From an optimization exercise on the open Yosys and OpenROAD flow, aimed at small area, a short achievable clock period and few clock cycles per item; shortcuts taken in it are not production practice. The RTL was checked by simulation tests, not by an equivalence proof against the original design. Power figures rest on the tool's default switching activity, not on a simulated workload.

## oak
==> flow/design.v (excerpt) <==
module irb_rng (
    input  wire         clk,
    input  wire         rst,           
    input  wire         cmd_valid,
    output wire         cmd_ready,
    input  wire [31:0]  cmd_word,
    input  wire [127:0] seed_in,
    input  wire [128:0] a_in,          
    input  wire [128:0] b_in,          
    input  wire [31:0]  cnt_in,
    input  wire [511:0] h_in,
    output reg          res_valid,
    output reg  [3:0]   res_op,
    output reg  [127:0] res_value,
    output wire [31:0]  status
);
For scale: about 9700 cells after synthesis.
clock: 8.0 ns
lec_check: 0
cap_margin: 20
core_margin: 2
core_utilization: 40
setup_slack_margin: 3.6
slew_margin: 20
standard.sh (not shown) runs the stock make flow with config.mk's settings and CLKGATE_MAP_FILE= SYNTH_SCRIPT=/design/flow/synth_recipe.tcl, a recipe that flattens the netlist after the stock synthesis.
==> flow/flow/run.sh <==
#!/bin/bash
# The standard layout, with plain buf_1 cells as the port buffers (the
# standard flow picks a delay buffer for them); repair_design and
# repair_timing resize them where the load needs it.
set -euo pipefail
export BUFFER_PORTS_ARGS="-buffer_cell sky130_fd_sc_hd__buf_1"
bash standard.sh finish > standard_flow.log 2>&1
oak has completed all stages; timing, DRC and antenna checks passed.
Testbench counts of oak, summed over its fixed seeds: cycles 20,753, items 15,011.
For pine, these inputs were changed with respect to oak:
- SETUP_SLACK_MARGIN now 3.3, was 3.6
Results
- Result for oak and pine: all clean
- Diff oak -> pine: clock skew shows an increase of 12 ps; non-clock buffer count shows a reduction of 184; combinational power shows a reduction of 7.8%.
- Critical path depth: lower on pine
- On global-route wire length before repair, oak loses to pine.
- | number of placed cells counting well taps | pine vs oak | ≈ equal |
- Summary — core utilization, pine relative to oak: lower, by 1.9 points.
- In the tables for oak and pine, routed via count divided by cell count reads higher with oak.
- Against oak, the final cell area of pine is lower.
## Diff of input files: birch against pine
- changing SETUP_SLACK_MARGIN from 3.3 to 3
[summary]
Highest clock frequency the design can meet for birch is lower than for pine. Compared to pine, birch has met3 wire length about 3.7% lower. Between pine and birch, hold slack decreased. Vias per cell in birch is 0.30% above pine. Total power across birch and pine: no real change. Relative to pine, the final cell area reported for birch is lower. Higher met1 track demand over resource in global routing goes to pine over birch.

* * *

irb_rng, a different RTL version from the one above (not shown whole).
For scale: roughly 1400 flip-flops, ~93000 sq um of cells after synthesis.
make LEC_CHECK=0 CAP_MARGIN=20 CORE_MARGIN=2 CORE_UTILIZATION=50 SETUP_SLACK_MARGIN=3 SLEW_MARGIN=20 finish   # period 8.0 ns
run.sh (not shown) runs the stock make flow with config.mk's settings and CLKGATE_MAP_FILE= SYNTH_SCRIPT=/design/flow/synth_recipe.tcl, a recipe that flattens the netlist after the stock synthesis.
Stock flow here: none of the scripts above is used.
The starting point passed the timing, design-rule and antenna checks.
Testbench counts at the start, summed over its fixed seeds: cycles 20,753, items 15,011.
Edit:
- CORE_UTILIZATION: 50 -> 40
- SETUP_SLACK_MARGIN: 3 -> 4
Effect: Core utilization fell by 5.6 points. Wire length rose by 14%. Total power rose by 15%.
Edit:
==> flow/flow/run.sh (new file) <==
#!/bin/bash
# The standard layout, with plain buf_1 cells as the port buffers (the
# standard flow picks a delay buffer for them); repair_design and
# repair_timing resize them where the load needs it.
set -euo pipefail
export BUFFER_PORTS_ARGS="-buffer_cell sky130_fd_sc_hd__buf_1"
bash standard.sh finish > standard_flow.log 2>&1
==> flow/standard.sh (new file) <==
#!/bin/bash
# synth_recipe.tcl (not shown) runs the flow's synth.tcl, then flattens the netlist and writes it again
# the make line also repeats each setting of config.mk as NAME=value (left out here)
make -C /OpenROAD-flow-scripts/flow DESIGN_CONFIG=/design/flow/config.mk WORK_HOME=/design/flow/orfs CLKGATE_MAP_FILE= SYNTH_SCRIPT=/design/flow/synth_recipe.tcl "${@:-finish}"
- SETUP_SLACK_MARGIN: 4 -> 3
removed: flow/run.sh
Effect: Routed wire length falls by 9.9%. Area after synthesis does not change. Power falls by 13%. Final area falls by 16%. Via count falls by 6.0%. Global-route usage falls by 3.0 points. Cell count falls by 4.0%.

what the ideal ports hide:
Ports are ideal in the flow. The routed layouts listed here were re-timed in OpenROAD. Step 1, drivers: a clkbuf_16 drives clk and a buf_2 each remaining input, both assumed. Step 2 adds t to the input delays and takes it off the output delays; t is the mean of the earliest and latest rising clock arrival at the registers after step 1. Input paths then give back, and output paths get back, about the clock's delay inside the block. Three values: ideal ports, drivers, drivers and shift; two values: the first two.
| run | shift t [ns] | setup slack, ns | worst setup path after step 2 | latest minus earliest clock arrival (ns) | worst register clock-pin slew, ns |
|---|---|---|---|---|---|
| oak | 0.960 | 3.141 / 3.141 / 2.529 | input to register | 0.083 / 0.082 | 0.07 / 0.07 |
| pine | 0.934 | 3.124 / 3.124 / 2.460 | input to register | 0.099 / 0.099 | 0.07 / 0.07 |
| birch | 0.956 | 2.978 / 2.978 / 2.168 | input to register | 0.085 / 0.085 | 0.07 / 0.07 |
| the first run of note 2 | 0.925 | 2.960 / 2.960 / 2.248 | input to register | 0.071 / 0.072 | 0.07 / 0.07 |
| the second run of note 2 | 0.944 | 3.130 / 3.130 / 2.735 | input to register | 0.074 / 0.075 | 0.07 / 0.07 |
| the third run of note 2 | 0.941 | 3.019 / 3.019 / 2.257 | input to register | 0.111 / 0.112 | 0.07 / 0.07 |
After both steps setup and hold are still met in every run listed. The setup slack of birch, which loses most, moves by 0.000 ns with the drivers and by -0.810 ns with both steps.
